Background: an optimization exercise with open tools, aiming at small area, a short achievable clock period and few clock cycles per item. Do not read the settings as production practice.
Only simulation tests tie the RTL to the original design; equivalence was not proved.
Power is estimated from default activity; no workload was simulated.

## flow/config.mk

```make
export PLATFORM = sky130hd
export DESIGN_NAME = doppler_row
export DESIGN_NICKNAME = doppler_row
export VERILOG_FILES = /design/flow/design.v
export SDC_FILE = /design/flow/constraint.sdc
export NUM_CORES = 4
export LEC_CHECK = 0
export CAP_MARGIN = 20
export CORE_MARGIN = 2
export CORE_UTILIZATION = 60
export SLEW_MARGIN = 20
```

## flow/constraint.sdc

```tcl
create_clock -name core_clock -period 12.0 [get_ports {clk}]
set_input_delay 2.4000 -clock core_clock [delete_from_list [all_inputs] [get_ports {clk}]]
set_output_delay 2.4000 -clock core_clock [all_outputs]
set_load 0.01 [all_outputs]
```

## flow/design.v

```verilog
module doppler_row (
  input  wire        clk,
  input  wire        rst,
  input  wire        in_valid,
  output wire        in_ready,
  input  wire [7:0]  in_data,
  output reg         out_valid,
  input  wire        out_ready,
  output reg  [15:0] out_db,
  output reg         out_last
);
  localparam signed [15:0] DB_FLOOR  = -16'sd12800;   
  localparam signed [15:0] DB_OFFSET = -16'sd3960;    
  localparam [15:0]        DB_SCALE  = 16'd49321;     
  integer i;
  reg         byte_hi;
  reg  [7:0]  hi_byte;
  reg  [5:0]  n_in;
  reg         stg_full;
  wire        copy_now;
  reg         in_rdy, take_hi, take_lo;
  assign in_ready = in_rdy;
  wire        hi_t = in_valid && take_hi;      
  wire        lo_t = in_valid && take_lo;      
  wire [5:0]  n_in_p1   = n_in + 6'd1;
  wire        stg_f0    = stg_full && !copy_now;
  wire        rdy_none  = !stg_f0 || (n_in == 6'd0) || (n_in == 6'd1 && !byte_hi);
  wire        rdy_hi    = !stg_f0 || (n_in == 6'd0);
  wire        rdy_lo    = !stg_f0 || (n_in == 6'd63) || (n_in == 6'd0);
  wire        byte_hi_n = byte_hi ? !lo_t : hi_t;
  wire        in_rdy_n  = lo_t ? rdy_lo : hi_t ? rdy_hi : rdy_none;
  reg         s_vld;
  reg  signed [16:0] s_r;
  reg  [23:0] w_bd;      
  reg  [5:0]  n_r;
  reg  [14:0] win_c;
  always @(posedge clk) begin
    if (rst) begin
      byte_hi  <= 1'b0;
      n_in     <= 6'd0;
      stg_full <= 1'b0;
      s_vld    <= 1'b0;
      in_rdy   <= 1'b1;
      take_hi  <= 1'b1;
      take_lo  <= 1'b0;
    end else begin
      byte_hi  <= byte_hi_n;
      s_vld    <= lo_t;
      if (lo_t) n_in <= n_in_p1;
      stg_full <= stg_f0 || (lo_t && n_in == 6'd63);
      in_rdy   <= in_rdy_n;
      take_hi  <= in_rdy_n && !byte_hi_n;
      take_lo  <= in_rdy_n && byte_hi_n;
    end
    if (hi_t) hi_byte <= in_data;
  end
  always @(posedge clk) begin
    s_r  <= $signed({1'b0, hi_byte, in_data}) - 17'sd2048;
    w_bd <= win_bd;
    n_r  <= n_in;
  end
  wire [23:0] win_bd;
  benc #(.NB(8)) u_wenc (.b({1'b0, win_c}), .bd(win_bd));
  wire [31:0] win_ps, win_pc;
  bmul_cs #(.WA(17), .NB(8), .WP(32)) u_wmul (.a(s_r), .bd(w_bd), .s(win_ps), .c(win_pc));
  reg  [31:0] wp_s, wp_c;
  reg         wp_w;
  always @(posedge clk) begin
    if (rst) wp_w <= 1'b0;
    else     wp_w <= s_vld && (n_r != 6'd0) && (n_r != 6'd63);
    wp_s <= win_ps;
    wp_c <= win_pc;
  end
  wire [31:0] win_rnd  = wp_s + wp_c + 32'd16384;
  wire signed [16:0] xw_new   = win_rnd[31:15];
  reg signed [16:0] stg [0:61];
  wire stg_wr = wp_w;
  always @(posedge clk) begin
    if (stg_wr) begin
      for (i = 0; i < 61; i = i + 1) stg[i] <= stg[i+1];
      stg[61] <= xw_new;
    end
  end
  reg signed [16:0] rp [0:14];    
  reg signed [16:0] rq [0:14];    
  reg signed [16:0] rr [0:14];    
  reg signed [16:0] rs [0:14];    
  reg signed [18:0] sp_v0, sp_v2, sp_nx, sp_d, sp_nd;
  reg [3:0] gc;
  always @(posedge clk) begin
    if (copy_now) begin
      for (i = 0; i < 15; i = i + 1) begin
        rp[i] <= stg[i];
        rq[i] <= stg[i+32];
        rs[i] <= stg[30-i];
      end
      rr[0] <= 17'sd0;
      for (i = 1; i < 15; i = i + 1) rr[i] <= stg[62-i];
      sp_v0 <= stg[15] + stg[31] + stg[47];
      sp_v2 <= stg[31] - stg[15] - stg[47];
      sp_nx <= -stg[31];
      sp_d  <= stg[47] - stg[15];
      sp_nd <= stg[15] - stg[47];
      gc  <= 4'd1;
    end else begin
      for (i = 0; i < 14; i = i + 1) begin
        rp[i] <= rp[i+1];
        rq[i] <= rq[i+1];
        rr[i] <= rr[i+1];
        rs[i] <= rs[i+1];
      end
      rp[14] <= rp[0];
      rq[14] <= rq[0];
      rr[14] <= rr[0];
      rs[14] <= rs[0];
      gc <= (gc == 4'd15) ? 4'd1 : gc + 4'd1;
    end
  end
  reg  signed [17:0] gap, gam, gbp, gbm;
  reg  signed [18:0] gAp, gBp, gAm, gBm;
  always @(posedge clk) begin
    gap <= rp[1] + rq[1];
    gam <= rp[1] - rq[1];
    gbp <= rr[1] + rs[1];
    gbm <= rr[1] - rs[1];
    gAp <= gap + gbp;
    gBp <= gap - gbp;
    gAm <= gam + gbm;
    gBm <= gam - gbm;
  end
  localparam [1:0] L_WAIT = 2'd0, L_ISSUE = 2'd1, L_DONE = 2'd2;
  reg  [1:0]  lst   [0:1];
  reg  [3:0]  lic   [0:1];
  reg  [4:0]  lk    [0:1];
  reg         lnew  [0:1];
  reg  [23:0] lcb   [0:1];     
  reg  [23:0] lsb   [0:1];     
  reg         lfirst [0:1];
  reg         llast  [0:1];
  reg  [7:0]  lctl   [0:1];    
  reg         lfirst2 [0:1];
  reg         llast2  [0:1];
  reg  [7:0]  lctl2   [0:1];
  reg  [5:0]  lph    [0:1];    
  reg  [4:0]  lkn    [0:1];    
  reg  [36:0] acc_rl_s [0:1], acc_rl_c [0:1];
  reg  [36:0] acc_il_s [0:1], acc_il_c [0:1];
  reg  [36:0] acc_rh_s [0:1], acc_rh_c [0:1];
  reg  [36:0] acc_ih_s [0:1], acc_ih_c [0:1];
  reg         cpend [0:1];     
  reg         cfull [0:1];     
  reg  signed [22:0] cap [0:1][0:3];
  reg  [1:0]  cfree;           
  function [14:0] qtab;
    input [4:0] j;
    begin
      case (j)
        5'd0:  qtab = 15'd16384;
        5'd1:  qtab = 15'd16305;
        5'd2:  qtab = 15'd16069;
        5'd3:  qtab = 15'd15679;
        5'd4:  qtab = 15'd15137;
        5'd5:  qtab = 15'd14449;
        5'd6:  qtab = 15'd13623;
        5'd7:  qtab = 15'd12665;
        5'd8:  qtab = 15'd11585;
        5'd9:  qtab = 15'd10394;
        5'd10: qtab = 15'd9102;
        5'd11: qtab = 15'd7723;
        5'd12: qtab = 15'd6270;
        5'd13: qtab = 15'd4756;
        5'd14: qtab = 15'd3196;
        5'd15: qtab = 15'd1606;
        default: qtab = 15'd0;
      endcase
    end
  endfunction
  function [15:0] ctab;
    input [5:0] m;
    reg [4:0] j;
    reg       neg;
    begin
      case (m[5:4])
        2'd0: begin j = {1'b0, m[3:0]};        neg = 1'b0; end
        2'd1: begin j = 5'd16 - {1'b0, m[3:0]}; neg = 1'b1; end
        2'd2: begin j = {1'b0, m[3:0]};        neg = 1'b1; end
        default: begin j = 5'd16 - {1'b0, m[3:0]}; neg = 1'b0; end
      endcase
      ctab = {neg, qtab(j)};
    end
  endfunction
  function [23:0] bneg;
    input [23:0] bd;
    input        n;
    begin
      bneg = bd ^ {8{n, 2'b00}};
    end
  endfunction
  genvar gi;
  generate
    for (gi = 0; gi < 2; gi = gi + 1) begin : lane
      wire [1:0]  st    = lst[gi];
      wire [4:0]  k     = lk[gi];
      wire        j0    = (k == 5'd0);
      wire        issue = (st == L_ISSUE);
      wire [5:0]  ph     = lph[gi];
      wire        wrapn  = copy_now || (gc == 4'd15);
      wire [3:0]  gcn    = gc + 4'd1;
      wire        jsw    = (st == L_ISSUE) && (lic[gi] == 4'd14);
      wire [5:0]  ph_inc = ph + {1'b0, k};
      always @(posedge clk) begin
        if (wrapn)
          lph[gi] <= {1'b0, lkn[gi]};
        else if (!jsw)
          lph[gi] <= ph_inc;
        else if (!last_job)
          lph[gi] <= ph_inc + {1'b0, gcn, 1'b0};
        else
          lph[gi] <= (gi == 1) ? {2'b00, gcn} : 6'd0;
      end
      always @(*) begin
        lkn[gi] = k;
        if (rst) lkn[gi] = gi;
        else if (st == L_ISSUE && lic[gi] == 4'd14) lkn[gi] = last_job ? gi : k + 5'd2;
      end
      wire        last_job = (k >= 5'd14);
      wire [15:0] tw_c = issue ? ctab(ph) : 16'd0;
      wire [15:0] tw_s = issue ? (j0 ? 16'd16384 : ctab(ph - 6'd16)) : 16'd0;
      wire [23:0] bm_c, bm_s;
      benc #(.NB(8)) u_cenc (.b({1'b0, tw_c[14:0]}), .bd(bm_c));
      benc #(.NB(8)) u_senc (.b({1'b0, tw_s[14:0]}), .bd(bm_s));
      wire [23:0] bd_c = bneg(bm_c, tw_c[15]);
      wire [23:0] bd_s = bneg(bm_s, tw_s[15]);
      wire [7:0] ctl = !j0 ? {1'b1, 1'b0, 1'b1, 1'b1, 1'b1, gc[0], 1'b1, gc[0]}
                           : {1'b1, 1'b0, 1'b0, 1'b0, !gc[0], gc[1], gc[0], !gc[1]};
      always @(posedge clk) begin
        lcb[gi]    <= bd_c;
        lsb[gi]    <= bd_s;
        lfirst[gi] <= issue && (lic[gi] == 4'd0);
        llast[gi]  <= issue && (lic[gi] == 4'd14) && !rst;
        lctl[gi]   <= ctl;
        lfirst2[gi] <= lfirst[gi];
        llast2[gi]  <= llast[gi] && !rst;
        lctl2[gi]   <= lctl[gi];
      end
      wire signed [18:0] opa = (gi == 0) ? gAp : gAm;
      wire signed [18:0] opb = (gi == 0) ? gBp : gBm;
      wire [36:0] ta_s, ta_c, tb_s, tb_c;
      bmul_cs #(.WA(19), .NB(8), .WP(37)) u_ma (.a(opa), .bd(lcb[gi]), .s(ta_s), .c(ta_c));
      bmul_cs #(.WA(19), .NB(8), .WP(37)) u_mb (.a(opb), .bd(lsb[gi]), .s(tb_s), .c(tb_c));
      reg  [36:0] pa_s, pa_c, pb_s, pb_c;
      always @(posedge clk) begin
        pa_s <= ta_s;
        pa_c <= ta_c;
        pb_s <= tb_s;
        pb_c <= tb_c;
      end
      reg  signed [18:0] sre, sil, sih;
      always @(*) begin
        case (k[1:0])
          2'd0: begin sre = sp_v0; sil = 19'sd0; sih = 19'sd0; end
          2'd1: begin sre = sp_nx; sil = sp_d;   sih = sp_nd;  end
          2'd2: begin sre = sp_v2; sil = 19'sd0; sih = 19'sd0; end
          default: begin sre = sp_nx; sil = sp_nd; sih = sp_d; end
        endcase
      end
      wire [36:0] init_re = {{4{sre[18]}}, sre, 14'd8192};
      wire [36:0] init_il = {{4{sil[18]}}, sil, 14'd8192};
      wire [36:0] init_ih = {{4{sih[18]}}, sih, 14'd8192};
      wire        f    = lfirst2[gi];
      wire [7:0]  c    = lctl2[gi];
      wire [36:0] n_rl_s, n_rl_c, n_il_s, n_il_c, n_rh_s, n_rh_c, n_ih_s, n_ih_c;
      cacc u_arl (.bs(f ? init_re : acc_rl_s[gi]), .bc(f ? 37'd0 : acc_rl_c[gi]),
                  .s(pa_s), .c(pa_c), .en(c[7]), .neg(c[6]), .ys(n_rl_s), .yc(n_rl_c));
      cacc u_ail (.bs(f ? init_il : acc_il_s[gi]), .bc(f ? 37'd0 : acc_il_c[gi]),
                  .s(pb_s), .c(pb_c), .en(c[5]), .neg(c[4]), .ys(n_il_s), .yc(n_il_c));
      cacc u_arh (.bs(f ? init_re : acc_rh_s[gi]), .bc(f ? 37'd0 : acc_rh_c[gi]),
                  .s(pa_s), .c(pa_c), .en(c[3]), .neg(c[2]), .ys(n_rh_s), .yc(n_rh_c));
      cacc u_aih (.bs(f ? init_ih : acc_ih_s[gi]), .bc(f ? 37'd0 : acc_ih_c[gi]),
                  .s(pb_s), .c(pb_c), .en(c[1]), .neg(c[0]), .ys(n_ih_s), .yc(n_ih_c));
      always @(posedge clk) begin
        acc_rl_s[gi] <= n_rl_s;
        acc_rl_c[gi] <= n_rl_c;
        acc_il_s[gi] <= n_il_s;
        acc_il_c[gi] <= n_il_c;
        acc_rh_s[gi] <= n_rh_s;
        acc_rh_c[gi] <= n_rh_c;
        acc_ih_s[gi] <= n_ih_s;
        acc_ih_c[gi] <= n_ih_c;
      end
      wire do_cap = cpend[gi] && !cfull[gi];
      wire [36:0] f_rl = acc_rl_s[gi] + acc_rl_c[gi];
      wire [36:0] f_il = acc_il_s[gi] + acc_il_c[gi];
      wire [36:0] f_rh = acc_rh_s[gi] + acc_rh_c[gi];
      wire [36:0] f_ih = acc_ih_s[gi] + acc_ih_c[gi];
      always @(posedge clk) begin
        if (do_cap) begin
          cap[gi][0] <= f_rl[36:14];
          cap[gi][1] <= f_il[36:14];
          cap[gi][2] <= f_rh[36:14];
          cap[gi][3] <= f_ih[36:14];
        end
      end
      wire go = !cfull[gi] && !cpend[gi];
      always @(posedge clk) begin
        if (rst) begin
          lst[gi]   <= L_WAIT;
          lic[gi]   <= 4'd0;
          lk[gi]    <= gi;
          lnew[gi]  <= 1'b0;
          cpend[gi] <= 1'b0;
          cfull[gi] <= 1'b0;
        end else begin
          if (llast2[gi]) cpend[gi] <= 1'b1;
          else if (do_cap) cpend[gi] <= 1'b0;
          if (do_cap) cfull[gi] <= 1'b1;
          else if (cfree[gi]) cfull[gi] <= 1'b0;
          case (st)
            L_WAIT: begin
              if (lnew[gi] && go) begin
                lst[gi]  <= L_ISSUE;
                lic[gi]  <= 4'd0;
                lnew[gi] <= 1'b0;
              end else if (copy_now) begin
                lnew[gi] <= 1'b1;
              end
            end
            L_ISSUE: begin
              lic[gi] <= lic[gi] + 4'd1;
              if (copy_now) lnew[gi] <= 1'b1;
              if (lic[gi] == 4'd14) begin
                if (!last_job) begin
                  lk[gi]  <= k + 5'd2;
                  lic[gi] <= 4'd0;
                  if (!go) lst[gi] <= L_DONE;
                end else begin
                  lk[gi]  <= gi;
                  lst[gi] <= L_WAIT;
                end
              end
            end
            default: begin    
              if (go) begin
                lst[gi] <= L_ISSUE;
                lic[gi] <= 4'd0;
              end
            end
          endcase
        end
      end
    end
  endgenerate
  wire lane_free0 = (lst[0] == L_WAIT) && !lnew[0];
  wire lane_free1 = (lst[1] == L_WAIT) && !lnew[1];
  reg copy_r;
  always @(posedge clk) begin
    if (rst) copy_r <= 1'b0;
    else     copy_r <= stg_full && lane_free0 && lane_free1 && !copy_r;
  end
  assign copy_now = copy_r;
  reg  [3:0] dk;
  reg        dact;
  reg  [1:0] dj;
  reg  [1:0] fcnt;
  reg  [1:0] lo_fl;      
  reg  [3:0] lfree;      
  reg        wdir, rdir;
  reg  [3:0] wpi, rpi;   
  reg  [1:0] lwin;       
  reg        b16_busy, b16_full;
  reg  [1:0] omode;      
  wire       dl = dk[0];
  wire d_room  = ({1'b0, fcnt} + {1'b0, lo_fl} < 3'd2) &&
                 ((dk != 4'd0) || !b16_busy) &&
                 ((dk == 4'd0) || (lfree != 4'd0));
  wire d_start = !dact && cfull[dl] && d_room;
  always @(*) begin
    cfree = 2'b00;
    if (dact && dj == 2'd3) cfree[dl] = 1'b1;
  end
  always @(posedge clk) begin
    if (rst) begin
      dk   <= 4'd0;
      dact <= 1'b0;
      dj   <= 2'd0;
    end else begin
      if (d_start) begin
        dact <= 1'b1;
        dj   <= 2'd0;
      end else if (dact) begin
        dj <= dj + 2'd1;
        if (dj == 2'd3) begin
          dact <= 1'b0;
          dk   <= dk + 4'd1;
        end
      end
    end
  end
  reg  [21:0] d1_y;       
  reg  [21:0] d1_yn;      
  reg         d1_sg;
  reg                d1_v, d1_j0, d1_hi, d1_15, d1_b16;
  always @(posedge clk) begin
    if (rst) d1_v <= 1'b0;
    else     d1_v <= dact;
    d1_y   <= cap[dl][dj][21:0] ^ {22{cap[dl][dj][22]}};
    d1_yn  <= ~(cap[dl][dj][21:0] ^ {22{cap[dl][dj][22]}});
    d1_sg  <= cap[dl][dj][22];
    d1_j0  <= !dj[0];
    d1_hi  <= dj[1];
    d1_15  <= (dk == 4'd15);
    d1_b16 <= (dk == 4'd0);
  end
  wire [45:0] d1_ss, d1_sc;
  sqr_cs u_sq (.y(d1_y), .yn(d1_yn), .sg(d1_sg), .s(d1_ss), .c(d1_sc));
  reg  [45:0] q_s, q_c;
  reg         q_v, q_j0, q_hi, q_15, q_b16;
  always @(posedge clk) begin
    if (rst) q_v <= 1'b0;
    else     q_v <= d1_v;
    q_s   <= d1_ss;
    q_c   <= d1_sc;
    q_j0  <= d1_j0;
    q_hi  <= d1_hi;
    q_15  <= d1_15;
    q_b16 <= d1_b16;
  end
  reg  [45:0] sqv;
  reg         sv_v, sv_j0, sv_hi, sv_15, sv_b16;
  always @(posedge clk) begin
    if (rst) sv_v <= 1'b0;
    else     sv_v <= q_v;
    sqv    <= q_s + q_c;
    sv_j0  <= q_j0;
    sv_hi  <= q_hi;
    sv_15  <= q_15;
    sv_b16 <= q_b16;
  end
  reg  [45:0] pw;
  reg         d2_v, d2_hi, d2_15, d2_b16;
  always @(posedge clk) begin
    if (rst) d2_v <= 1'b0;
    else     d2_v <= sv_v && !sv_j0;
    pw     <= (sv_j0 ? 46'd0 : pw) + sqv;
    d2_hi  <= sv_hi;
    d2_15  <= sv_15;
    d2_b16 <= sv_b16;
  end
  reg  [45:0] nrm;
  reg  [5:0]  lz;
  always @(*) begin
    nrm = pw;
    lz  = 6'd0;
    if (nrm[45:14] == 32'd0) begin nrm = nrm << 32; lz = lz + 6'd32; end
    if (nrm[45:30] == 16'd0) begin nrm = nrm << 16; lz = lz + 6'd16; end
    if (nrm[45:38] == 8'd0)  begin nrm = nrm << 8;  lz = lz + 6'd8;  end
    if (nrm[45:42] == 4'd0)  begin nrm = nrm << 4;  lz = lz + 6'd4;  end
    if (nrm[45:44] == 2'd0)  begin nrm = nrm << 2;  lz = lz + 6'd2;  end
    if (nrm[45] == 1'b0)     begin nrm = nrm << 1;  lz = lz + 6'd1;  end
  end
  reg  [5:0]  d3_e;
  reg  [7:0]  d3_f;
  reg         d3_z, d3_v, d3_hi, d3_15, d3_b16;
  always @(posedge clk) begin
    if (rst) d3_v <= 1'b0;
    else     d3_v <= d2_v;
    d3_e   <= 6'd45 - lz;
    d3_f   <= nrm[44:37];
    d3_z   <= (pw == 46'd0);
    d3_hi  <= d2_hi;
    d3_15  <= d2_15;
    d3_b16 <= d2_b16;
  end
  reg  [7:0]  log_f;
  reg  [13:0] l_q8;
  reg         l_z, l_v, l_hi, l_15, l_b16;
  always @(posedge clk) begin
    if (rst) l_v <= 1'b0;
    else     l_v <= d3_v;
    l_q8  <= {d3_e, log_f};
    l_z   <= d3_z;
    l_hi  <= d3_hi;
    l_15  <= d3_15;
    l_b16 <= d3_b16;
  end
  wire [31:0] lq = {18'd0, l_q8};
  wire [7*32-1:0] m_rows = {32'd32768 - 32'd259522560, lq, lq << 3, lq << 5,
                            lq << 7, lq << 14, lq << 15};
  wire [31:0] m_s, m_c;
  csa_tree_7_32 u_mt (.rows(m_rows), .s(m_s), .c(m_c));
  reg  [31:0] mp_s, mp_c;
  reg         m_z, m_v, m_hi, m_15, m_b16;
  always @(posedge clk) begin
    if (rst) m_v <= 1'b0;
    else     m_v <= l_v;
    mp_s  <= m_s;
    mp_c  <= m_c;
    m_z   <= l_z;
    m_hi  <= l_hi;
    m_15  <= l_15;
    m_b16 <= l_b16;
  end
  wire [31:0] db_prod = mp_s + mp_c;
  wire signed [15:0] db_val = m_z ? DB_FLOOR : db_prod[31:16];
  reg  [15:0] d4_db;
  reg         d4_v, d4_hi, d4_15, d4_b16;
  always @(posedge clk) begin
    if (rst) d4_v <= 1'b0;
    else     d4_v <= m_v;
    d4_db  <= db_val;
    d4_hi  <= m_hi;
    d4_15  <= m_15;
    d4_b16 <= m_b16;
  end
  reg  [15:0] fdb [0:1];
  reg         f15 [0:1];
  reg         fwp, frp;
  reg  [15:0] lf  [0:14];
  reg  [15:0] b16;
  wire f_push = d4_v && !d4_hi;
  wire b_push = d4_v && d4_hi && d4_b16;
  wire l_push = d4_v && d4_hi && !d4_b16;
  wire o_free = !out_valid || out_ready;
  wire f_pop  = o_free && (omode == 2'd0) && (fcnt != 2'd0);
  wire b_pop  = o_free && (omode == 2'd1) && b16_full;
  wire l_pop  = o_free && (omode == 2'd2) && (lwin != 2'd0);
  wire d_hi_start = d_start && (dk != 4'd0);
  always @(posedge clk) begin
    if (f_push) begin
      fdb[fwp] <= d4_db;
      f15[fwp] <= d4_15;
    end
    if (l_push) lf[wdir ? 4'd14 - wpi : wpi] <= d4_db;
    if (b_push) b16 <= d4_db;
  end
  always @(posedge clk) begin
    if (rst) begin
      fcnt      <= 2'd0;
      fwp       <= 1'b0;
      frp       <= 1'b0;
      lo_fl     <= 2'd0;
      lfree     <= 4'd15;
      wdir      <= 1'b0;
      rdir      <= 1'b0;
      wpi       <= 4'd0;
      rpi       <= 4'd0;
      lwin      <= 2'd0;
      b16_busy  <= 1'b0;
      b16_full  <= 1'b0;
      omode     <= 2'd0;
      out_valid <= 1'b0;
      out_last  <= 1'b0;
    end else begin
      fcnt  <= fcnt + {1'b0, f_push} - {1'b0, f_pop};
      lo_fl <= lo_fl + {1'b0, d_start} - {1'b0, f_push};
      lfree <= lfree - {3'b0, d_hi_start} + {3'b0, l_pop};
      lwin  <= lwin + {1'b0, l_push && wpi == 4'd14} - {1'b0, l_pop && rpi == 4'd14};
      if (f_push) fwp <= !fwp;
      if (f_pop)  frp <= !frp;
      if (l_push) begin
        wpi <= (wpi == 4'd14) ? 4'd0 : wpi + 4'd1;
        if (wpi == 4'd14) wdir <= !wdir;
      end
      if (l_pop) begin
        rpi <= (rpi == 4'd14) ? 4'd0 : rpi + 4'd1;
        if (rpi == 4'd14) rdir <= !rdir;
      end
      if (d_start && dk == 4'd0) b16_busy <= 1'b1;
      if (b_push) b16_full <= 1'b1;
      if (f_pop) begin
        out_valid <= 1'b1;
        out_db    <= fdb[frp];
        out_last  <= 1'b0;
        if (f15[frp]) omode <= 2'd1;
      end else if (b_pop) begin
        out_valid <= 1'b1;
        out_db    <= b16;
        out_last  <= 1'b0;
        b16_full  <= 1'b0;
        b16_busy  <= 1'b0;
        omode     <= 2'd2;
      end else if (l_pop) begin
        out_valid <= 1'b1;
        out_db    <= lf[rdir ? rpi : 4'd14 - rpi];
        out_last  <= (rpi == 4'd14);
        if (rpi == 4'd14) omode <= 2'd0;
      end else if (o_free) begin
        out_valid <= 1'b0;
      end
    end
  end
  always @(*) begin
    case (n_r)
      6'd0: win_c = 15'd0;
      6'd1: win_c = 15'd81;
      6'd2: win_c = 15'd325;
      6'd3: win_c = 15'd728;
      6'd4: win_c = 15'd1287;
      6'd5: win_c = 15'd1995;
      6'd6: win_c = 15'd2847;
      6'd7: win_c = 15'd3833;
      6'd8: win_c = 15'd4944;
      6'd9: win_c = 15'd6169;
      6'd10: win_c = 15'd7495;
      6'd11: win_c = 15'd8909;
      6'd12: win_c = 15'd10398;
      6'd13: win_c = 15'd11947;
      6'd14: win_c = 15'd13539;
      6'd15: win_c = 15'd15160;
      6'd16: win_c = 15'd16792;
      6'd17: win_c = 15'd18421;
      6'd18: win_c = 15'd20030;
      6'd19: win_c = 15'd21602;
      6'd20: win_c = 15'd23123;
      6'd21: win_c = 15'd24576;
      6'd22: win_c = 15'd25948;
      6'd23: win_c = 15'd27225;
      6'd24: win_c = 15'd28394;
      6'd25: win_c = 15'd29444;
      6'd26: win_c = 15'd30364;
      6'd27: win_c = 15'd31145;
      6'd28: win_c = 15'd31780;
      6'd29: win_c = 15'd32261;
      6'd30: win_c = 15'd32585;
      6'd31: win_c = 15'd32748;
      6'd32: win_c = 15'd32748;
      6'd33: win_c = 15'd32585;
      6'd34: win_c = 15'd32261;
      6'd35: win_c = 15'd31780;
      6'd36: win_c = 15'd31145;
      6'd37: win_c = 15'd30364;
      6'd38: win_c = 15'd29444;
      6'd39: win_c = 15'd28394;
      6'd40: win_c = 15'd27225;
      6'd41: win_c = 15'd25948;
      6'd42: win_c = 15'd24576;
      6'd43: win_c = 15'd23123;
      6'd44: win_c = 15'd21602;
      6'd45: win_c = 15'd20030;
      6'd46: win_c = 15'd18421;
      6'd47: win_c = 15'd16792;
      6'd48: win_c = 15'd15160;
      6'd49: win_c = 15'd13539;
      6'd50: win_c = 15'd11947;
      6'd51: win_c = 15'd10398;
      6'd52: win_c = 15'd8909;
      6'd53: win_c = 15'd7495;
      6'd54: win_c = 15'd6169;
      6'd55: win_c = 15'd4944;
      6'd56: win_c = 15'd3833;
      6'd57: win_c = 15'd2847;
      6'd58: win_c = 15'd1995;
      6'd59: win_c = 15'd1287;
      6'd60: win_c = 15'd728;
      6'd61: win_c = 15'd325;
      6'd62: win_c = 15'd81;
      6'd63: win_c = 15'd0;
      default: win_c = 15'd0;
    endcase
  end
  always @(*) begin
    case (d3_f)
      8'd0: log_f = 8'd0;
      8'd1: log_f = 8'd1;
      8'd2: log_f = 8'd3;
      8'd3: log_f = 8'd4;
      8'd4: log_f = 8'd6;
      8'd5: log_f = 8'd7;
      8'd6: log_f = 8'd9;
      8'd7: log_f = 8'd10;
      8'd8: log_f = 8'd11;
      8'd9: log_f = 8'd13;
      8'd10: log_f = 8'd14;
      8'd11: log_f = 8'd16;
      8'd12: log_f = 8'd17;
      8'd13: log_f = 8'd18;
      8'd14: log_f = 8'd20;
      8'd15: log_f = 8'd21;
      8'd16: log_f = 8'd22;
      8'd17: log_f = 8'd24;
      8'd18: log_f = 8'd25;
      8'd19: log_f = 8'd26;
      8'd20: log_f = 8'd28;
      8'd21: log_f = 8'd29;
      8'd22: log_f = 8'd30;
      8'd23: log_f = 8'd32;
      8'd24: log_f = 8'd33;
      8'd25: log_f = 8'd34;
      8'd26: log_f = 8'd36;
      8'd27: log_f = 8'd37;
      8'd28: log_f = 8'd38;
      8'd29: log_f = 8'd40;
      8'd30: log_f = 8'd41;
      8'd31: log_f = 8'd42;
      8'd32: log_f = 8'd44;
      8'd33: log_f = 8'd45;
      8'd34: log_f = 8'd46;
      8'd35: log_f = 8'd47;
      8'd36: log_f = 8'd49;
      8'd37: log_f = 8'd50;
      8'd38: log_f = 8'd51;
      8'd39: log_f = 8'd52;
      8'd40: log_f = 8'd54;
      8'd41: log_f = 8'd55;
      8'd42: log_f = 8'd56;
      8'd43: log_f = 8'd57;
      8'd44: log_f = 8'd59;
      8'd45: log_f = 8'd60;
      8'd46: log_f = 8'd61;
      8'd47: log_f = 8'd62;
      8'd48: log_f = 8'd63;
      8'd49: log_f = 8'd65;
      8'd50: log_f = 8'd66;
      8'd51: log_f = 8'd67;
      8'd52: log_f = 8'd68;
      8'd53: log_f = 8'd69;
      8'd54: log_f = 8'd71;
      8'd55: log_f = 8'd72;
      8'd56: log_f = 8'd73;
      8'd57: log_f = 8'd74;
      8'd58: log_f = 8'd75;
      8'd59: log_f = 8'd77;
      8'd60: log_f = 8'd78;
      8'd61: log_f = 8'd79;
      8'd62: log_f = 8'd80;
      8'd63: log_f = 8'd81;
      8'd64: log_f = 8'd82;
      8'd65: log_f = 8'd84;
      8'd66: log_f = 8'd85;
      8'd67: log_f = 8'd86;
      8'd68: log_f = 8'd87;
      8'd69: log_f = 8'd88;
      8'd70: log_f = 8'd89;
      8'd71: log_f = 8'd90;
      8'd72: log_f = 8'd92;
      8'd73: log_f = 8'd93;
      8'd74: log_f = 8'd94;
      8'd75: log_f = 8'd95;
      8'd76: log_f = 8'd96;
      8'd77: log_f = 8'd97;
      8'd78: log_f = 8'd98;
      8'd79: log_f = 8'd99;
      8'd80: log_f = 8'd100;
      8'd81: log_f = 8'd102;
      8'd82: log_f = 8'd103;
      8'd83: log_f = 8'd104;
      8'd84: log_f = 8'd105;
      8'd85: log_f = 8'd106;
      8'd86: log_f = 8'd107;
      8'd87: log_f = 8'd108;
      8'd88: log_f = 8'd109;
      8'd89: log_f = 8'd110;
      8'd90: log_f = 8'd111;
      8'd91: log_f = 8'd112;
      8'd92: log_f = 8'd113;
      8'd93: log_f = 8'd114;
      8'd94: log_f = 8'd116;
      8'd95: log_f = 8'd117;
      8'd96: log_f = 8'd118;
      8'd97: log_f = 8'd119;
      8'd98: log_f = 8'd120;
      8'd99: log_f = 8'd121;
      8'd100: log_f = 8'd122;
      8'd101: log_f = 8'd123;
      8'd102: log_f = 8'd124;
      8'd103: log_f = 8'd125;
      8'd104: log_f = 8'd126;
      8'd105: log_f = 8'd127;
      8'd106: log_f = 8'd128;
      8'd107: log_f = 8'd129;
      8'd108: log_f = 8'd130;
      8'd109: log_f = 8'd131;
      8'd110: log_f = 8'd132;
      8'd111: log_f = 8'd133;
      8'd112: log_f = 8'd134;
      8'd113: log_f = 8'd135;
      8'd114: log_f = 8'd136;
      8'd115: log_f = 8'd137;
      8'd116: log_f = 8'd138;
      8'd117: log_f = 8'd139;
      8'd118: log_f = 8'd140;
      8'd119: log_f = 8'd141;
      8'd120: log_f = 8'd142;
      8'd121: log_f = 8'd143;
      8'd122: log_f = 8'd144;
      8'd123: log_f = 8'd145;
      8'd124: log_f = 8'd146;
      8'd125: log_f = 8'd147;
      8'd126: log_f = 8'd148;
      8'd127: log_f = 8'd149;
      8'd128: log_f = 8'd150;
      8'd129: log_f = 8'd151;
      8'd130: log_f = 8'd152;
      8'd131: log_f = 8'd153;
      8'd132: log_f = 8'd154;
      8'd133: log_f = 8'd155;
      8'd134: log_f = 8'd155;
      8'd135: log_f = 8'd156;
      8'd136: log_f = 8'd157;
      8'd137: log_f = 8'd158;
      8'd138: log_f = 8'd159;
      8'd139: log_f = 8'd160;
      8'd140: log_f = 8'd161;
      8'd141: log_f = 8'd162;
      8'd142: log_f = 8'd163;
      8'd143: log_f = 8'd164;
      8'd144: log_f = 8'd165;
      8'd145: log_f = 8'd166;
      8'd146: log_f = 8'd167;
      8'd147: log_f = 8'd168;
      8'd148: log_f = 8'd169;
      8'd149: log_f = 8'd169;
      8'd150: log_f = 8'd170;
      8'd151: log_f = 8'd171;
      8'd152: log_f = 8'd172;
      8'd153: log_f = 8'd173;
      8'd154: log_f = 8'd174;
      8'd155: log_f = 8'd175;
      8'd156: log_f = 8'd176;
      8'd157: log_f = 8'd177;
      8'd158: log_f = 8'd178;
      8'd159: log_f = 8'd178;
      8'd160: log_f = 8'd179;
      8'd161: log_f = 8'd180;
      8'd162: log_f = 8'd181;
      8'd163: log_f = 8'd182;
      8'd164: log_f = 8'd183;
      8'd165: log_f = 8'd184;
      8'd166: log_f = 8'd185;
      8'd167: log_f = 8'd185;
      8'd168: log_f = 8'd186;
      8'd169: log_f = 8'd187;
      8'd170: log_f = 8'd188;
      8'd171: log_f = 8'd189;
      8'd172: log_f = 8'd190;
      8'd173: log_f = 8'd191;
      8'd174: log_f = 8'd192;
      8'd175: log_f = 8'd192;
      8'd176: log_f = 8'd193;
      8'd177: log_f = 8'd194;
      8'd178: log_f = 8'd195;
      8'd179: log_f = 8'd196;
      8'd180: log_f = 8'd197;
      8'd181: log_f = 8'd198;
      8'd182: log_f = 8'd198;
      8'd183: log_f = 8'd199;
      8'd184: log_f = 8'd200;
      8'd185: log_f = 8'd201;
      8'd186: log_f = 8'd202;
      8'd187: log_f = 8'd203;
      8'd188: log_f = 8'd203;
      8'd189: log_f = 8'd204;
      8'd190: log_f = 8'd205;
      8'd191: log_f = 8'd206;
      8'd192: log_f = 8'd207;
      8'd193: log_f = 8'd208;
      8'd194: log_f = 8'd208;
      8'd195: log_f = 8'd209;
      8'd196: log_f = 8'd210;
      8'd197: log_f = 8'd211;
      8'd198: log_f = 8'd212;
      8'd199: log_f = 8'd212;
      8'd200: log_f = 8'd213;
      8'd201: log_f = 8'd214;
      8'd202: log_f = 8'd215;
      8'd203: log_f = 8'd216;
      8'd204: log_f = 8'd216;
      8'd205: log_f = 8'd217;
      8'd206: log_f = 8'd218;
      8'd207: log_f = 8'd219;
      8'd208: log_f = 8'd220;
      8'd209: log_f = 8'd220;
      8'd210: log_f = 8'd221;
      8'd211: log_f = 8'd222;
      8'd212: log_f = 8'd223;
      8'd213: log_f = 8'd224;
      8'd214: log_f = 8'd224;
      8'd215: log_f = 8'd225;
      8'd216: log_f = 8'd226;
      8'd217: log_f = 8'd227;
      8'd218: log_f = 8'd228;
      8'd219: log_f = 8'd228;
      8'd220: log_f = 8'd229;
      8'd221: log_f = 8'd230;
      8'd222: log_f = 8'd231;
      8'd223: log_f = 8'd231;
      8'd224: log_f = 8'd232;
      8'd225: log_f = 8'd233;
      8'd226: log_f = 8'd234;
      8'd227: log_f = 8'd234;
      8'd228: log_f = 8'd235;
      8'd229: log_f = 8'd236;
      8'd230: log_f = 8'd237;
      8'd231: log_f = 8'd238;
      8'd232: log_f = 8'd238;
      8'd233: log_f = 8'd239;
      8'd234: log_f = 8'd240;
      8'd235: log_f = 8'd241;
      8'd236: log_f = 8'd241;
      8'd237: log_f = 8'd242;
      8'd238: log_f = 8'd243;
      8'd239: log_f = 8'd244;
      8'd240: log_f = 8'd244;
      8'd241: log_f = 8'd245;
      8'd242: log_f = 8'd246;
      8'd243: log_f = 8'd247;
      8'd244: log_f = 8'd247;
      8'd245: log_f = 8'd248;
      8'd246: log_f = 8'd249;
      8'd247: log_f = 8'd249;
      8'd248: log_f = 8'd250;
      8'd249: log_f = 8'd251;
      8'd250: log_f = 8'd252;
      8'd251: log_f = 8'd252;
      8'd252: log_f = 8'd253;
      8'd253: log_f = 8'd254;
      8'd254: log_f = 8'd255;
      8'd255: log_f = 8'd255;
      default: log_f = 8'd0;
    endcase
  end
endmodule
module cacc (
  input  wire [36:0] bs,
  input  wire [36:0] bc,
  input  wire [36:0] s,
  input  wire [36:0] c,
  input  wire        en,
  input  wire        neg,
  output wire [36:0] ys,
  output wire [36:0] yc
);
  wire [36:0] xs = (s ^ {37{neg}}) & {37{en}};
  wire [36:0] xc = (c ^ {37{neg}}) & {37{en}};
  wire        k  = en & neg;
  wire [36:0] t1 = bs ^ bc ^ xs;
  wire [36:0] m1 = (bs & bc) | (bs & xs) | (bc & xs);
  wire [36:0] u1 = {m1[35:0], k};
  assign ys = t1 ^ u1 ^ xc;
  wire [36:0] m2 = (t1 & u1) | (t1 & xc) | (u1 & xc);
  assign yc = {m2[35:0], k};
endmodule
module bmul_cs #(parameter WA = 19, parameter NB = 8, parameter WP = 37) (
  input  wire signed [WA-1:0]   a,
  input  wire [3*NB-1:0]        bd,
  output wire [WP-1:0]          s,
  output wire [WP-1:0]          c
);
  localparam WR = WA + 2;
  function [WP-1:0] cst_f;
    input integer dummy;
    integer i;
    begin
      cst_f = {WP{1'b0}};
      for (i = 0; i < NB; i = i + 1)
        cst_f = cst_f - ({{(WP-1){1'b0}}, 1'b1} << (WR - 1 + 2*i));
    end
  endfunction
  localparam [WP-1:0] CST = cst_f(0);
  wire [(NB+1)*WP-1:0] rows;
  wire [NB-1:0] negs;
  genvar i;
  generate
    for (i = 0; i < NB; i = i + 1) begin : r
      wire one = bd[3*i];
      wire two = bd[3*i+1];
      wire neg = bd[3*i+2];
      wire [WR-1:0] sel = one ? {{2{a[WA-1]}}, a} : two ? {a[WA-1], a, 1'b0} : {WR{1'b0}};
      wire [WR-1:0] x   = sel ^ {WR{neg}};
      wire [WR-1:0] xs  = {~x[WR-1], x[WR-2:0]};
      wire [WP-1:0] row = {{(WP-WR){1'b0}}, xs} << (2*i);
      assign negs[i] = neg;
      if (i == 0) begin : r0
        assign rows[WP-1:0] = row;
      end else begin : rn
        assign rows[(i+1)*WP-1:i*WP] = row | ({{(WP-1){1'b0}}, negs[i-1]} << (2*i-2));
      end
    end
  endgenerate
  assign rows[(NB+1)*WP-1:NB*WP] = CST | ({{(WP-1){1'b0}}, negs[NB-1]} << (2*NB-2));
  generate
    if (NB == 8 && WP == 37) begin : t37
      csa_tree_9_37 u_t (.rows(rows), .s(s), .c(c));
    end else begin : t32
      csa_tree_9_32 u_t (.rows(rows), .s(s), .c(c));
    end
  endgenerate
endmodule
module benc #(parameter NB = 8) (input wire [2*NB-1:0] b, output wire [3*NB-1:0] bd);
  genvar i;
  generate
    for (i = 0; i < NB; i = i + 1) begin : e
      wire b2 = b[2*i+1];
      wire b1 = b[2*i];
      wire b0;
      if (i == 0) begin : z
        assign b0 = 1'b0;
      end else begin : nz
        assign b0 = b[2*i-1];
      end
      assign bd[3*i]   = b1 ^ b0;
      assign bd[3*i+1] = (b2 ^ b1) & ~(b1 ^ b0);
      assign bd[3*i+2] = b2;
    end
  endgenerate
endmodule
module sqr_cs (input wire [21:0] y, input wire [21:0] yn, input wire sg,
               output wire [45:0] s, output wire [45:0] c);
  wire [21:0] yd = ~yn;
  wire [23*46-1:0] rows;
  wire [45:0] diag;
  genvar i;
  generate
    for (i = 0; i < 22; i = i + 1) begin : d
      assign diag[2*i]   = y[i];
      assign diag[2*i+1] = 1'b0;
    end
    assign diag[45:44] = 2'b00;
    assign rows[45:0] = diag;
    for (i = 0; i < 21; i = i + 1) begin : x1
      assign rows[(i+2)*46-1:(i+1)*46] = y[i] ? (({24'd0, yd} >> (i+1)) << (2*i+2)) : 46'd0;
    end
    assign rows[23*46-1:22*46] = sg ? {23'd0, yd, 1'b1} : 46'd0;
  endgenerate
  csa_tree_23_46 u_t (.rows(rows), .s(s), .c(c));
endmodule
module csa_tree_9_37 (input wire [332:0] rows, output wire [36:0] s, output wire [36:0] c);
  wire [36:0] l0_s0 = rows[36:0] ^ rows[73:37] ^ rows[110:74];
  wire [36:0] l0_c0m = (rows[36:0] & rows[73:37]) | (rows[36:0] & rows[110:74]) | (rows[73:37] & rows[110:74]);
  wire [36:0] l0_c0 = {l0_c0m[35:0], 1'b0};
  wire [36:0] l0_s1 = rows[147:111] ^ rows[184:148] ^ rows[221:185];
  wire [36:0] l0_c1m = (rows[147:111] & rows[184:148]) | (rows[147:111] & rows[221:185]) | (rows[184:148] & rows[221:185]);
  wire [36:0] l0_c1 = {l0_c1m[35:0], 1'b0};
  wire [36:0] l0_s2 = rows[258:222] ^ rows[295:259] ^ rows[332:296];
  wire [36:0] l0_c2m = (rows[258:222] & rows[295:259]) | (rows[258:222] & rows[332:296]) | (rows[295:259] & rows[332:296]);
  wire [36:0] l0_c2 = {l0_c2m[35:0], 1'b0};
  wire [36:0] l1_s0 = l0_s0 ^ l0_c0 ^ l0_s1;
  wire [36:0] l1_c0m = (l0_s0 & l0_c0) | (l0_s0 & l0_s1) | (l0_c0 & l0_s1);
  wire [36:0] l1_c0 = {l1_c0m[35:0], 1'b0};
  wire [36:0] l1_s1 = l0_c1 ^ l0_s2 ^ l0_c2;
  wire [36:0] l1_c1m = (l0_c1 & l0_s2) | (l0_c1 & l0_c2) | (l0_s2 & l0_c2);
  wire [36:0] l1_c1 = {l1_c1m[35:0], 1'b0};
  wire [36:0] l2_s0 = l1_s0 ^ l1_c0 ^ l1_s1;
  wire [36:0] l2_c0m = (l1_s0 & l1_c0) | (l1_s0 & l1_s1) | (l1_c0 & l1_s1);
  wire [36:0] l2_c0 = {l2_c0m[35:0], 1'b0};
  wire [36:0] l3_s0 = l2_s0 ^ l2_c0 ^ l1_c1;
  wire [36:0] l3_c0m = (l2_s0 & l2_c0) | (l2_s0 & l1_c1) | (l2_c0 & l1_c1);
  wire [36:0] l3_c0 = {l3_c0m[35:0], 1'b0};
  assign s = l3_s0;
  assign c = l3_c0;
endmodule
module csa_tree_9_32 (input wire [287:0] rows, output wire [31:0] s, output wire [31:0] c);
  wire [31:0] l0_s0 = rows[31:0] ^ rows[63:32] ^ rows[95:64];
  wire [31:0] l0_c0m = (rows[31:0] & rows[63:32]) | (rows[31:0] & rows[95:64]) | (rows[63:32] & rows[95:64]);
  wire [31:0] l0_c0 = {l0_c0m[30:0], 1'b0};
  wire [31:0] l0_s1 = rows[127:96] ^ rows[159:128] ^ rows[191:160];
  wire [31:0] l0_c1m = (rows[127:96] & rows[159:128]) | (rows[127:96] & rows[191:160]) | (rows[159:128] & rows[191:160]);
  wire [31:0] l0_c1 = {l0_c1m[30:0], 1'b0};
  wire [31:0] l0_s2 = rows[223:192] ^ rows[255:224] ^ rows[287:256];
  wire [31:0] l0_c2m = (rows[223:192] & rows[255:224]) | (rows[223:192] & rows[287:256]) | (rows[255:224] & rows[287:256]);
  wire [31:0] l0_c2 = {l0_c2m[30:0], 1'b0};
  wire [31:0] l1_s0 = l0_s0 ^ l0_c0 ^ l0_s1;
  wire [31:0] l1_c0m = (l0_s0 & l0_c0) | (l0_s0 & l0_s1) | (l0_c0 & l0_s1);
  wire [31:0] l1_c0 = {l1_c0m[30:0], 1'b0};
  wire [31:0] l1_s1 = l0_c1 ^ l0_s2 ^ l0_c2;
  wire [31:0] l1_c1m = (l0_c1 & l0_s2) | (l0_c1 & l0_c2) | (l0_s2 & l0_c2);
  wire [31:0] l1_c1 = {l1_c1m[30:0], 1'b0};
  wire [31:0] l2_s0 = l1_s0 ^ l1_c0 ^ l1_s1;
  wire [31:0] l2_c0m = (l1_s0 & l1_c0) | (l1_s0 & l1_s1) | (l1_c0 & l1_s1);
  wire [31:0] l2_c0 = {l2_c0m[30:0], 1'b0};
  wire [31:0] l3_s0 = l2_s0 ^ l2_c0 ^ l1_c1;
  wire [31:0] l3_c0m = (l2_s0 & l2_c0) | (l2_s0 & l1_c1) | (l2_c0 & l1_c1);
  wire [31:0] l3_c0 = {l3_c0m[30:0], 1'b0};
  assign s = l3_s0;
  assign c = l3_c0;
endmodule
module csa_tree_23_46 (input wire [1057:0] rows, output wire [45:0] s, output wire [45:0] c);
  wire [45:0] l0_s0 = rows[45:0] ^ rows[91:46] ^ rows[137:92];
  wire [45:0] l0_c0m = (rows[45:0] & rows[91:46]) | (rows[45:0] & rows[137:92]) | (rows[91:46] & rows[137:92]);
  wire [45:0] l0_c0 = {l0_c0m[44:0], 1'b0};
  wire [45:0] l0_s1 = rows[183:138] ^ rows[229:184] ^ rows[275:230];
  wire [45:0] l0_c1m = (rows[183:138] & rows[229:184]) | (rows[183:138] & rows[275:230]) | (rows[229:184] & rows[275:230]);
  wire [45:0] l0_c1 = {l0_c1m[44:0], 1'b0};
  wire [45:0] l0_s2 = rows[321:276] ^ rows[367:322] ^ rows[413:368];
  wire [45:0] l0_c2m = (rows[321:276] & rows[367:322]) | (rows[321:276] & rows[413:368]) | (rows[367:322] & rows[413:368]);
  wire [45:0] l0_c2 = {l0_c2m[44:0], 1'b0};
  wire [45:0] l0_s3 = rows[459:414] ^ rows[505:460] ^ rows[551:506];
  wire [45:0] l0_c3m = (rows[459:414] & rows[505:460]) | (rows[459:414] & rows[551:506]) | (rows[505:460] & rows[551:506]);
  wire [45:0] l0_c3 = {l0_c3m[44:0], 1'b0};
  wire [45:0] l0_s4 = rows[597:552] ^ rows[643:598] ^ rows[689:644];
  wire [45:0] l0_c4m = (rows[597:552] & rows[643:598]) | (rows[597:552] & rows[689:644]) | (rows[643:598] & rows[689:644]);
  wire [45:0] l0_c4 = {l0_c4m[44:0], 1'b0};
  wire [45:0] l0_s5 = rows[735:690] ^ rows[781:736] ^ rows[827:782];
  wire [45:0] l0_c5m = (rows[735:690] & rows[781:736]) | (rows[735:690] & rows[827:782]) | (rows[781:736] & rows[827:782]);
  wire [45:0] l0_c5 = {l0_c5m[44:0], 1'b0};
  wire [45:0] l0_s6 = rows[873:828] ^ rows[919:874] ^ rows[965:920];
  wire [45:0] l0_c6m = (rows[873:828] & rows[919:874]) | (rows[873:828] & rows[965:920]) | (rows[919:874] & rows[965:920]);
  wire [45:0] l0_c6 = {l0_c6m[44:0], 1'b0};
  wire [45:0] l1_s0 = l0_s0 ^ l0_c0 ^ l0_s1;
  wire [45:0] l1_c0m = (l0_s0 & l0_c0) | (l0_s0 & l0_s1) | (l0_c0 & l0_s1);
  wire [45:0] l1_c0 = {l1_c0m[44:0], 1'b0};
  wire [45:0] l1_s1 = l0_c1 ^ l0_s2 ^ l0_c2;
  wire [45:0] l1_c1m = (l0_c1 & l0_s2) | (l0_c1 & l0_c2) | (l0_s2 & l0_c2);
  wire [45:0] l1_c1 = {l1_c1m[44:0], 1'b0};
  wire [45:0] l1_s2 = l0_s3 ^ l0_c3 ^ l0_s4;
  wire [45:0] l1_c2m = (l0_s3 & l0_c3) | (l0_s3 & l0_s4) | (l0_c3 & l0_s4);
  wire [45:0] l1_c2 = {l1_c2m[44:0], 1'b0};
  wire [45:0] l1_s3 = l0_c4 ^ l0_s5 ^ l0_c5;
  wire [45:0] l1_c3m = (l0_c4 & l0_s5) | (l0_c4 & l0_c5) | (l0_s5 & l0_c5);
  wire [45:0] l1_c3 = {l1_c3m[44:0], 1'b0};
  wire [45:0] l1_s4 = l0_s6 ^ l0_c6 ^ rows[1011:966];
  wire [45:0] l1_c4m = (l0_s6 & l0_c6) | (l0_s6 & rows[1011:966]) | (l0_c6 & rows[1011:966]);
  wire [45:0] l1_c4 = {l1_c4m[44:0], 1'b0};
  wire [45:0] l2_s0 = l1_s0 ^ l1_c0 ^ l1_s1;
  wire [45:0] l2_c0m = (l1_s0 & l1_c0) | (l1_s0 & l1_s1) | (l1_c0 & l1_s1);
  wire [45:0] l2_c0 = {l2_c0m[44:0], 1'b0};
  wire [45:0] l2_s1 = l1_c1 ^ l1_s2 ^ l1_c2;
  wire [45:0] l2_c1m = (l1_c1 & l1_s2) | (l1_c1 & l1_c2) | (l1_s2 & l1_c2);
  wire [45:0] l2_c1 = {l2_c1m[44:0], 1'b0};
  wire [45:0] l2_s2 = l1_s3 ^ l1_c3 ^ l1_s4;
  wire [45:0] l2_c2m = (l1_s3 & l1_c3) | (l1_s3 & l1_s4) | (l1_c3 & l1_s4);
  wire [45:0] l2_c2 = {l2_c2m[44:0], 1'b0};
  wire [45:0] l3_s0 = l2_s0 ^ l2_c0 ^ l2_s1;
  wire [45:0] l3_c0m = (l2_s0 & l2_c0) | (l2_s0 & l2_s1) | (l2_c0 & l2_s1);
  wire [45:0] l3_c0 = {l3_c0m[44:0], 1'b0};
  wire [45:0] l3_s1 = l2_c1 ^ l2_s2 ^ l2_c2;
  wire [45:0] l3_c1m = (l2_c1 & l2_s2) | (l2_c1 & l2_c2) | (l2_s2 & l2_c2);
  wire [45:0] l3_c1 = {l3_c1m[44:0], 1'b0};
  wire [45:0] l4_s0 = l3_s0 ^ l3_c0 ^ l3_s1;
  wire [45:0] l4_c0m = (l3_s0 & l3_c0) | (l3_s0 & l3_s1) | (l3_c0 & l3_s1);
  wire [45:0] l4_c0 = {l4_c0m[44:0], 1'b0};
  wire [45:0] l4_s1 = l3_c1 ^ l1_c4 ^ rows[1057:1012];
  wire [45:0] l4_c1m = (l3_c1 & l1_c4) | (l3_c1 & rows[1057:1012]) | (l1_c4 & rows[1057:1012]);
  wire [45:0] l4_c1 = {l4_c1m[44:0], 1'b0};
  wire [45:0] l5_s0 = l4_s0 ^ l4_c0 ^ l4_s1;
  wire [45:0] l5_c0m = (l4_s0 & l4_c0) | (l4_s0 & l4_s1) | (l4_c0 & l4_s1);
  wire [45:0] l5_c0 = {l5_c0m[44:0], 1'b0};
  wire [45:0] l6_s0 = l5_s0 ^ l5_c0 ^ l4_c1;
  wire [45:0] l6_c0m = (l5_s0 & l5_c0) | (l5_s0 & l4_c1) | (l5_c0 & l4_c1);
  wire [45:0] l6_c0 = {l6_c0m[44:0], 1'b0};
  assign s = l6_s0;
  assign c = l6_c0;
endmodule
module csa_tree_7_32 (input wire [223:0] rows, output wire [31:0] s, output wire [31:0] c);
  wire [31:0] l0_s0 = rows[31:0] ^ rows[63:32] ^ rows[95:64];
  wire [31:0] l0_c0m = (rows[31:0] & rows[63:32]) | (rows[31:0] & rows[95:64]) | (rows[63:32] & rows[95:64]);
  wire [31:0] l0_c0 = {l0_c0m[30:0], 1'b0};
  wire [31:0] l0_s1 = rows[127:96] ^ rows[159:128] ^ rows[191:160];
  wire [31:0] l0_c1m = (rows[127:96] & rows[159:128]) | (rows[127:96] & rows[191:160]) | (rows[159:128] & rows[191:160]);
  wire [31:0] l0_c1 = {l0_c1m[30:0], 1'b0};
  wire [31:0] l1_s0 = l0_s0 ^ l0_c0 ^ l0_s1;
  wire [31:0] l1_c0m = (l0_s0 & l0_c0) | (l0_s0 & l0_s1) | (l0_c0 & l0_s1);
  wire [31:0] l1_c0 = {l1_c0m[30:0], 1'b0};
  wire [31:0] l2_s0 = l1_s0 ^ l1_c0 ^ l0_c1;
  wire [31:0] l2_c0m = (l1_s0 & l1_c0) | (l1_s0 & l0_c1) | (l1_c0 & l0_c1);
  wire [31:0] l2_c0 = {l2_c0m[30:0], 1'b0};
  wire [31:0] l3_s0 = l2_s0 ^ l2_c0 ^ rows[223:192];
  wire [31:0] l3_c0m = (l2_s0 & l2_c0) | (l2_s0 & rows[223:192]) | (l2_c0 & rows[223:192]);
  wire [31:0] l3_c0 = {l3_c0m[30:0], 1'b0};
  assign s = l3_s0;
  assign c = l3_c0;
endmodule
```

## flow/run.sh

```bash
#!/bin/bash
# synth_recipe.tcl (not shown) runs the flow's synth.tcl, then flattens the netlist and writes it again
# the make line also repeats each setting of config.mk as NAME=value (left out here)
make -C /OpenROAD-flow-scripts/flow DESIGN_CONFIG=/design/flow/config.mk WORK_HOME=/design/flow/orfs CLKGATE_MAP_FILE= SYNTH_SCRIPT=/design/flow/synth_recipe.tcl finish
```

==> results.json, run 1 <==
{
  "status": "no timing/DRC/antenna violations",
  "synthFlopType": "dfxtp_1",
  "cts.sinks": 4343,
  "die_x_um": 610.6,
  "hold_depth": 0,
  "synthArstFlopShare_pct": 0,
  "fin_nets": 21450,
  "hold_slack_ps": 289.9,
  "synth_cells": 19140,
  "ir_worst_vdd_v": 0.0001735,
  "r2r-end": "q_s[29]",
  "grt_pass1_vias": 133200,
  "vias": 133900,
  "antenna_left": 0,
  "firstDrtPassIters": 7,
  "grt_pass1_wl_mm": 801.9,
  "synth-seq-cells": 4343,
  "power_density_nw_per_um2": 156.1,
  "gr-total-overflow": 0,
  "ys_warn_count": 61,
  "syn_nets": 21780,
  "ys_types": 108,
  "cts_max_level": 5,
  "worst_pin_slew_ps": 1178,
  "cap_violations": 0,
  "min_from": "d3_z",
  "drt_iter0_markers": 10880,
  "synth_compound_area_share_pct": 8.012,
  "critPathArrivalTime_ps": 5480,
  "slew_headroom_pct": 20.95,
  "hold_viol_final": 0,
  "postCtsSetupBuffers": 0,
  "post-route-min-period_ps": 4644,
  "core.rowCount": 222,
  "layout_commonest_cell": "dfxtp_1",
  "cp_max_fo": 20,
  "min_path_type": "reg2reg",
  "grtUsageTotal_pct": 27.77,
  "final_area_um2": 240300,
  "min_to": "l_z",
  "reg2reg_depth": 12,
  "die_area_um2": 372800,
  "final_cell_mix": "dfxtp_1, edfxtp_1, inv_1",
  "synthXorXnorAreaFrac_pct": 6.248,
  "initial_core_util_pct": 60.31,
  "leakage_uw": 0.09803,
  "cts-root-buf": "clkbuf_16",
  "core_um2": 366100,
  "vias_per_cell": 5.570,
  "cts.path.max_buffers": 4,
  "rsz0062_at_grt": "false",
  "worstPathRequired_ps": 12830,
  "yosys.area_share.simple_pct": 8.466,
  "setup-tns-final_ps": 0,
  "clk_latency_ps": 1010,
  "path_class": "reg2reg",
  "antenna_found_initial": 13,
  "placedCellCount": 23180,
  "globalplace.congestion": 0.9234,
  "remaining_drc_errors": 0,
  "syn-cell-area_um2": 220800,
  "fin_crit_sh_pct": 38.70,
  "instances_no_fill": 24040,
  "regArea_um2": 103500,
  "multiInputGateArea_um2": 107700,
  "clk_pin_slew_ps": 60,
  "wl_per_cell_um": 21.68,
  "dpl_cell_area_um2": 225000,
  "r2r-start": "d1_yn[19]",
  "dpl.hpwl_mm": 379.4,
  "dieHeight_um": 610.6,
  "holdBufCountCts": 0,
  "total_power_uw": 37520,
  "syn_to_final_growth_pct": 8.854,
  "fmax_mhz": 215.4,
  "ff2ff_setup_slack_ps": 7360,
  "fin_worst_skew_ps": 79.77,
  "io_buffers": 30,
  "wl_mm": 521.0,
  "grt_max_degree": 192,
  "setup_viol": 0,
  "cts_tree": "yes",
  "layout-drive-gt1-share_pct": 10.76,
  "cts_made_buffers": 441,
  "startpoint": "d1_yn[19]",
  "drv_slew": 0,
  "syn_avg_cell_area_um2": 11.54,
  "cp-end-kind": "register",
  "synth_mux_area_share_pct": 6.486,
  "fillers": 28440,
  "seq_area_frac_synth_pct": 46.83,
  "synthAdderAreaFrac_pct": 19.49,
  "post_cts_resized": 0,
  "cp-start-kind": "register",
  "synth_edf_count": 1644,
  "synth_top_family_by_area": "adder cells",
  "boundaryPins": 31
}
[layer usage]
metal	part of all wire, %	global-route usage [%]	up-vias
met4	3.5	9.250	10
met5	0.013	0	-
met3	5.6	3.679	756
met1	45	39.42	65880
li1	-	-	63690
met2	46	44.23	3536
[cells in the mapped netlist, types with 66 or more instances]
cell type	count	area share, %
a21o_1	144	0.49
a21oi_1	582	1.3
a22oi_1	385	1.3
and2_1	235	0.67
and3_1	66	0.19
buf_1	80	0.14
clkbuf_1	896	1.5
dfxtp_1	2699	24
edfxtp_1	1644	22
fa_1	1348	12
ha_1	1282	7.3
inv_1	1619	2.8
mux2_2	984	5.0
mux2i_1	202	0.92
nand2_1	1565	2.7
nand2b_1	141	0.40
nand3_1	120	0.27
nor2_1	692	1.2
nor2b_1	720	2.0
nor3_1	170	0.39
o21a_1	107	0.36
o21ai_0	975	2.2
xnor2_1	849	3.4
xor2_1	726	2.9
[per-stage QoR]
stage / setup WS, ps / util [%]
global route: 7185 / 65.64
global placement: 6979 / 61.47
floorplan: 4058 / -
finish: 7356 / 65.65
CTS: 7325 / 65.63
detailed placement: 6856 / 61.47
[layout make-up]
| class | count | area share (%) |
|---|---|---|
| flip-flops and latches | 4343 | 43.05 |
| clock inverters | 233 | 1.203 |
| repair buffers | 217 | 0.7445 |
| inverters | 1634 | 2.555 |
| clock buffers | 601 | 5.123 |
| well taps | 4816 | 2.507 |
| multi-input cells | 12180 | 44.80 |
| diodes | 16 | 0.01666 |
[worst max path at each step]
stage,end
after floorplan,stg[0][0]
after global placement,fcnt[1]
after detailed placement,out_db[10]
after CTS,q_s[29]
after global routing,sp_v0[17]
final,q_s[29]
[registers in the layout, indices dropped and copies added (netlist names), 74 cells and up, named ones only]
signal	cells
acc_rh_s	74
acc_rl_s	74
acc_il_c	74
lf	240
acc_ih_s	74
rq	255
rs	255
stg	1054
acc_il_s	74
rr	255
rp	255
cap	184
[kinds of logic after synthesis]
| family | Yosys count |
|---|---|
| AOI/OAI and AO/OA | 2814 |
| xor gates and xnor gates | 1575 |
| adders and majority gates | 2630 |
| buffers and inverters | 2618 |
| DFF | 4343 |
| muxes | 1240 |
| and+or+nand+nor | 3916 |
[report_power, final]
part	internal, uW	switching, uW
Combinational	2810	3590
Clock	8210	5980
Sequential	16400	514
[worst max-delay path: stages, from the launching register on]
cell and delay [ps]:
dfxtp_1 890, nor2_1 170, fa_1 540, inv_1 50, fa_1 490, inv_1 60
fa_1 490, inv_1 50, fa_1 530, inv_1 50, fa_1 500, fa_1 420
ha_1 280
Testbench counts, summed over its fixed seeds: cycles 13,656, windows 96.
==> run 2: changes to the inputs <==
--- a/flow/config.mk
+++ b/flow/config.mk
@@ -8,4 +8,5 @@
 export CAP_MARGIN = 20
 export CORE_MARGIN = 2
 export CORE_UTILIZATION = 60
+export CTS_BUF_LIST = sky130_fd_sc_hd__clkbuf_8
 export SLEW_MARGIN = 20
==> run 2 against run 1 <==
  * Worst hold slack got worse by 19 ps
  * Count of clock-buffer cells in the layout is 229 higher
  * First-iteration DRC count fell by 3.9%
  * Setup slack gained 23 ps
  * Global-route usage increased by 0.15 points
  * Cell area down 0.27%
  * Via count up 1.1%
  * Sequential power about the same
  * Critical path depth did not move
  * Clock power fell by 9%
  * Critical path type unchanged
==> results.json, run 2 <==
{
  "syn_to_final_growth_pct": 8.560,
  "gr-total-overflow": 0,
  "rsz0062_at_grt": "false",
  "clk_latency_ps": 1300,
  "status": "no timing/DRC/antenna violations",
  "post-route-min-period_ps": 4620,
  "post-synth-top-count-cell": "dfxtp_1",
  "routed-wl-met2_mm": 239.2,
  "worstPathRequired_ps": 13060,
  "vias_per_cell": 5.520,
  "ys_types": 108,
  "cts.path.max_buffers": 4,
  "cts_tree": "yes",
  "cp-end-kind": "register",
  "synth_edf_count": 1644,
  "wl_per_cell_um": 21.38,
  "largest-register": "stg",
  "grt_max_degree": 192,
  "dieHeight_um": 610.6,
  "synth_cells": 19140,
  "leakage_uw": 0.09904,
  "startpoint": "d1_yn[19]",
  "grt_pass1_vias": 135900,
  "synthArstFlopShare_pct": 0,
  "globalplace.congestion": 0.9234,
  "min_path_type": "reg2reg",
  "netlist.area_leader.share_pct": 24.47,
  "grtUsageTotal_pct": 27.93,
  "fin_nets": 21720,
  "critPathArrivalTime_ps": 5680,
  "firstDrtPassIters": 8,
  "postCtsSetupBuffers": 0,
  "cp_max_fo": 20,
  "r2r-start": "d1_yn[19]",
  "synthTopCellsByCount": "dfxtp_1, edfxtp_1, inv_1",
  "clk_pin_slew_ps": 60,
  "hold_viol_final": 0,
  "drt_iter0_markers": 10450,
  "route.met3.wl_mm": 30.18,
  "r2r-end": "q_s[29]",
  "dpl.hpwl_mm": 379.4,
  "cts-root-buf": "clkbuf_8",
  "setup.worst_path.end": "q_s[29]",
  "reg2reg_depth": 12,
  "hold_slack_ps": 271.2,
  "die_x_um": 610.6,
  "largest_reg_flops": 1054,
  "cp-start-kind": "register",
  "met1_length_mm": 235.8,
  "synth.area.top_cells": "dfxtp_1, edfxtp_1, fa_1",
  "holdBufCountCts": 0,
  "path_class": "reg2reg",
  "wl_mm": 523.9,
  "layout-drive-gt1-share_pct": 11.98,
  "cap_violations": 0,
  "slew_headroom_pct": 18.40,
  "die_area_um2": 372800,
  "worst_pin_slew_ps": 1224,
  "yosysTopAreaCell": "dfxtp_1",
  "setup_viol": 0,
  "layout_commonest_cell": "dfxtp_1",
  "ir_worst_vdd_v": 0.0001220,
  "syn_avg_cell_area_um2": 11.54,
  "fin_crit_sh_pct": 38.50,
  "setup-tns-final_ps": 0,
  "hold_depth": 0,
  "fin_worst_skew_ps": 117.6,
  "remaining_drc_errors": 0,
  "total_power_uw": 36280,
  "final_cell_mix": "dfxtp_1, inv_1, edfxtp_1",
  "boundaryPins": 31,
  "antenna_left": 0,
  "io_buffers": 30,
  "core_um2": 366100,
  "post_cts_resized": 0,
  "seq_area_frac_synth_pct": 46.83,
  "vias": 135300,
  "drv_slew": 0,
  "cts.sinks": 4343,
  "cts_max_level": 6,
  "grt_pass1_wl_mm": 807.3,
  "cts_made_buffers": 701,
  "initial_core_util_pct": 60.31,
  "top_layer_used": "met5",
  "syn_nets": 21780,
  "core.rowCount": 222,
  "power_density_nw_per_um2": 151.4,
  "fmax_mhz": 216.4,
  "ys_warn_count": 61,
  "fillers": 28770,
  "synthFlopType": "dfxtp_1",
  "syn-cell-area_um2": 220800,
  "synth-seq-cells": 4343,
  "antenna_found_initial": 14,
  "ff2ff_setup_slack_ps": 7380
}
[run 2: changes by cell type in the layout (fill, tap and decap cells not counted), moves of 15 or more]
cell,before,now
clkbuf_8,57,830
clkbuf_16,446,0
inv_1,1619,1868
clkbuf_1,98,0
clkinv_1,37,70
bufinv_16,44,17
inv_12,0,15
[run 2: per-stage QoR]
stage | utilization [%] | cells | setup slack (ps) | cell area [um2]
2_1_floorplan | - | 19140 | 4058 | 220800
3_3_place_gp | 61.47 | 23180 | 6979 | 225000
3_5_place_dp | 61.47 | 23180 | 6856 | 225000
4_1_cts | 65.45 | 24490 | 7332 | 239600
5_1_grt | 65.46 | 24500 | 7158 | 239700
6_report | 65.47 | 24510 | 7380 | 239700
[run 2: layer usage]
metal  up-vias  track usage (%)
met3       831            4.088
met5         -                0
met1     66410            39.33
met2      3679            44.23
met4        10            9.980
li1      64360                -
[run 2: logic make-up after synthesis]
| group | Yosys count | share of synthesized area (%) |
|---|---|---|
| flip-flops | 4343 | 46.83 |
| AND/OR/NAND/NOR | 3916 | 8.466 |
| AO/OA/AOI/OAI | 2814 | 8.012 |
| adder cells (fa/ha/maj) | 2630 | 19.49 |
| buffers and inverters | 2618 | 4.466 |
| XOR/XNOR | 1575 | 6.248 |
| multiplexers | 1240 | 6.486 |
[run 2: critical path: stages, from the launching register on]
cell and delay (ps):
dfxtp_1 880, nor2_1 170, fa_1 540, inv_1 50
fa_1 480, inv_1 60, fa_1 490, inv_1 50
fa_1 530, inv_1 50, fa_1 500, fa_1 420
ha_1 280
[run 2: how the worst min path moves through the flow]
stage	start	endpoint
after floorplan	sv_15	d2_15
after global placement	d3_15	l_15
after detailed placement	lfirst[0]	lfirst2[0]
after CTS	m_b16	d4_b16
after global routing	m_b16	d4_b16
final	m_b16	d4_b16
[run 2: cell type report]
| cell class | instances | area [um2] | share of cell area, % |
|---|---|---|---|
| inverter | 1634 | 6140 | 2.562 |
| antenna | 12 | 30.03 | 0.01253 |
| clock inverter | 480 | 3128 | 1.305 |
| sequential | 4343 | 103500 | 43.17 |
| tap | 4816 | 6026 | 2.514 |
| timing repair buffer | 218 | 1804 | 0.7528 |
| clock buffer | 830 | 11420 | 4.766 |
| multi-input combinational | 12180 | 107700 | 44.92 |
[run 2: report_power, final]
| part | switching [uW] | leakage [uW] | internal (uW) |
|---|---|---|---|
| combinational | 3600 | 0.0545 | 2810 |
| clock | 6160 | 0.00839 | 6780 |
| sequential | 514 | 0.0361 | 16400 |
| total | 10300 | 0.0990 | 26000 |

separate check: timing with driven ports:
Ports are ideal in the flow. The routed layouts listed here were re-timed in OpenROAD. Step 1 (the two cells are an assumption about what drives the block):
set clk [get_ports {clk}]
set_driving_cell -lib_cell sky130_fd_sc_hd__clkbuf_16 $clk
set_driving_cell -lib_cell sky130_fd_sc_hd__buf_2 [delete_from_list [all_inputs] $clk]
Step 2 times the ports against the registers' clock, not the clock port: input delays grow and output delays shrink by t, the midpoint of the rising clock arrivals with the driver on. Slacks: ideal ports / drivers / drivers and shift; pairs: ideal ports / drivers.
run	shift t [ns]	setup WS [ns]	cell pins on the clock port's net
run 1	1.091	7.356 / 7.356 / 6.936	1
run 2	1.323	7.380 / 7.358 / 6.994	1
After both steps setup and hold are still met in every run listed. The setup slack of run 1, which loses most, moves by 0.000 ns with the drivers and by -0.420 ns with both steps.
